Context: an optimization exercise on an open-source flow, tuned for small area. The choices shown serve that exercise and are no tape-out recipe. At most, simulation tests tie the RTL to the original design; equivalence was not proved. The clock port is modelled as an ideal driver, which makes a skipped or thinned clock tree look cheaper than it is; a real chip needs a root buffer or a tree. Power and IR drop assume default switching activity.

==> flow/design.v (excerpt) <==
module i4004_dec (
    input  wire        clk,
    input  wire        rst,           
    input  wire [7:0]  prog_byte,     
    input  wire [3:0]  din,           
    input  wire        test,          
    output wire [11:0] fetch_addr,    
    output wire        opcode_next,   
    output reg         ev_valid,      
    output reg         ev_write,      
    output wire [2:0]  ev_kind,       
    output wire [2:0]  ev_bank,       
    output wire [7:0]  ev_data,       
    output reg  [3:0]  acc,
    output reg         cy,
    output wire        fault
);
export LEC_CHECK = 0
export CAP_MARGIN = 20
export CORE_MARGIN = 2
export CORE_UTILIZATION = 65
export SLEW_MARGIN = 20
create_clock -name core_clock -period 10.0 [get_ports {clk}]
standard.sh (not shown) runs the stock make flow with config.mk's settings and CLKGATE_MAP_FILE= SYNTH_SCRIPT=/design/flow/synth_recipe.tcl, a recipe that flattens the netlist after the stock synthesis.
==> flow/flow/run.sh <==
#!/bin/bash
# Own layout flow: the standard flow (standard.sh) with three changes:
#  * synthesis maps the logic with an area-oriented ABC script (abc_area.script,
#    used in place of ORFS's abc_speed.script); everything else in synthesis,
#    including the registers, is the standard synthesis;
#  * the port buffers that global placement inserts are sky130_fd_sc_hd__buf_1;
#  * the clock tree is built by clock_tree.tcl (sourced before ORFS's CTS
#    step): the clock port drives one root clock buffer, which drives a few
#    clock buffers, each driving one balanced cluster of registers; the rest
#    of ORFS's CTS step (legalisation, timing repair) runs as usual.
# Each step's full output goes to a log file in this folder (and ORFS's own
# logs under orfs/logs).
set -euo pipefail
W=$(pwd)
mkdir -p sdir
cp -r "$FLOW_HOME"/scripts/. sdir/
cp flow/abc_area.script sdir/abc_speed.script
SCRIPTS_DIR="$W/sdir" bash standard.sh synth > synth.log 2>&1
export BUFFER_PORTS_ARGS="-buffer_cell sky130_fd_sc_hd__buf_1"
export PRE_CTS_TCL="$W/flow/clock_tree.tcl"
export CTS_M_N=7
export CTS_M_CAPF=1.25
export CTS_M_ROOT=sky130_fd_sc_hd__clkbuf_8
export CTS_M_BUF=sky130_fd_sc_hd__clkbuf_16
bash standard.sh > layout.log 2>&1
Other scripts of this flow, unchanged in this note and not shown: flow/flow/abc_area.script, flow/flow/clock_tree.tcl
Change:
--- a/flow/design.v
+++ b/flow/design.v
@@ -3,47 +3,51 @@
     input  wire        rst,           
     input  wire [7:0]  prog_byte,     
     input  wire [3:0]  din,           
     input  wire        test,          
     output wire [11:0] fetch_addr,    
     output wire        opcode_next,   
-    output reg         ev_valid,      
-    output reg         ev_write,      
+    output wire        ev_valid,      
+    output wire        ev_write,      
     output wire [2:0]  ev_kind,       
     output wire [2:0]  ev_bank,       
     output wire [7:0]  ev_data,       
     output reg  [3:0]  acc,
     output reg         cy,
     output wire        fault
 );
-    localparam PH_START = 3'b000;
-    localparam PH_FAULT = 3'b001;
-    localparam PH_FIM   = 3'b010;
-    localparam PH_FIN   = 3'b011;
-    localparam PH_JCN   = 3'b100;
-    localparam PH_ISZ   = 3'b101;
-    localparam PH_JUN   = 3'b110;
-    localparam PH_JMS   = 3'b111;
-    reg [2:0]  phase;
+    localparam PH_START = 4'b0000;
+    localparam PH_FAULT = 4'b0001;
+    localparam PH_SRC   = 4'b0010;
+    localparam PH_WR    = 4'b0011;
+    localparam PH_FIM   = 4'b1010;
+    localparam PH_FIN   = 4'b1011;
+    localparam PH_JCN   = 4'b1100;
+    localparam PH_ISZ   = 4'b1101;
+    localparam PH_JUN   = 4'b1110;
+    localparam PH_JMS   = 4'b1111;
+    reg [3:0]  phase;
     reg [3:0]  stash;
     reg [3:0]  ev_hi;              
     reg [11:0] pc;
     reg [3:0]  r [0:15];
     reg [11:0] stk [0:3];
     reg [7:0]  sp;                 
     reg [2:0]  bank;
     wire [3:0] opr = prog_byte[7:4];
     wire [3:0] opa = prog_byte[3:0];
-    wire ph_start = (phase == PH_START);
-    wire ph_pair  = (phase[2:1] == 2'b01);     
-    wire ph_fin   = (phase == PH_FIN);
-    wire ph_cond  = (phase[2:1] == 2'b10);     
-    wire ph_far   = (phase[2:1] == 2'b11);     
-    wire ph_jms   = (phase == PH_JMS);
-    assign fault       = (phase == PH_FAULT);
-    assign opcode_next = (phase[2:1] == 2'b00);
+    wire ph_start = !phase[3] && (phase[1] || !phase[0]);    
+    wire ph_pair  = phase[3] && (phase[2:1] == 2'b01);       
+    wire ph_fin   = phase[3] && (phase[2:0] == 3'b011);
+    wire ph_cond  = phase[3] && (phase[2:1] == 2'b10);       
+    wire ph_far   = phase[3] && (phase[2:1] == 2'b11);       
+    wire ph_jms   = phase[3] && (phase[2:0] == 3'b111);
+    assign fault       = !phase[3] && !phase[1] && phase[0];
+    assign opcode_next = !phase[3];
+    assign ev_valid    = !phase[3] && phase[1];
+    assign ev_write    = phase[0];
     assign fetch_addr  = {pc[11:8], ph_fin ? {r[0], r[1]} : pc[7:0]};
     function [11:0] inc12;
         input [11:0] x;
         input        ci;
         integer k;
         reg c;
@@ -114,22 +118,23 @@
     wire i_incr  = (opr[3:1] == 3'b011);       
     wire i_xch   = (opr == 4'hB);
     wire i_bbl   = (opr == 4'hC);
     wire i_dcl   = (prog_byte == 8'hFD);
     wire sp_nz   = (sp != 8'd0);
     wire [1:0] sp_m1 = {sp[1] ~^ sp[0], !sp[0]};
-    reg [2:0] ph_nx;
+    reg [3:0] ph_nx;
     always @(*) begin
         ph_nx = PH_START;
         if (fault) ph_nx = PH_FAULT;
         else if (ph_start) begin
             if (illegal) ph_nx = PH_FAULT;
             else case (opr)
                 4'h1: ph_nx = PH_JCN;
-                4'h2: ph_nx = opa[0] ? PH_START : PH_FIM;
+                4'h2: ph_nx = opa[0] ? PH_SRC : PH_FIM;
                 4'h3: ph_nx = opa[0] ? PH_START : PH_FIN;
+                4'hE: ph_nx = opa[3] ? PH_START : PH_WR;
                 4'h4: ph_nx = PH_JUN;
                 4'h5: ph_nx = PH_JMS;
                 4'h7: ph_nx = PH_ISZ;
                 default: ph_nx = PH_START;
             endcase
         end
@@ -139,14 +144,12 @@
         else     phase <= ph_nx;
     end
     wire st_rd = !opr[3] && opr[1] && (opr[2] || (!opr[0] && opa[0]));
     always @(posedge clk) begin
         stash    <= st_rd ? rd : opa;
         ev_hi    <= rd_e;
-        ev_write <= opr[3];
-        ev_valid <= !rst && ph_start && (i_src || i_wr);
     end
     assign ev_kind = ev_write ? stash[2:0] : 3'd0;
     assign ev_data = ev_write ? {4'd0, acc} : {ev_hi, stash};
     assign ev_bank = bank;
     wire isz_nz   = (stash != 4'hF);
     wire jcn_take = ((stash[2] && acc == 4'd0) || (stash[1] && cy) || (stash[0] && !test)) ^ stash[3];
What happened: First-iteration DRC count fell by 23%. Cell area went up by 0.41%. Total power went down by 3.1%. Via count shrinks by 1.9%. Global-route usage is lower by 2.9 points. Sequential cell count shrinks by 1.
The RTL of the second run of this note was laid out without a check of its function. In every run of this note, the design's own scripts or RTL, not TritonCTS, make the clock network.

## re-timing with driven ports
No port has a modelled driver above. Below, the same layouts with a new extraction and two added sets of constraints. Step 1, drivers: a clkbuf_16 drives clk and a buf_2 each remaining input, both assumed. Step 2 times the ports against the registers' clock, not the clock port: input delays grow and output delays shrink by t, the midpoint of the rising clock arrivals with the driver on. Slacks: ideal ports / drivers / drivers and shift; pairs: ideal ports / drivers.
run | t, ns | setup WS [ns] | clock arrival spread, ns | pins driven straight from the clock port
the first run | 0.457 | 3.505 / 3.515 / 3.058 | 0.028 / 0.028 | 1
the second run | 0.452 | 3.226 / 3.233 / 2.782 | 0.030 / 0.031 | 1
After both steps every run listed still meets setup and hold. For the first run, which loses most, drivers alone change the setup slack by +0.010 ns; drivers and shift together by -0.447 ns.
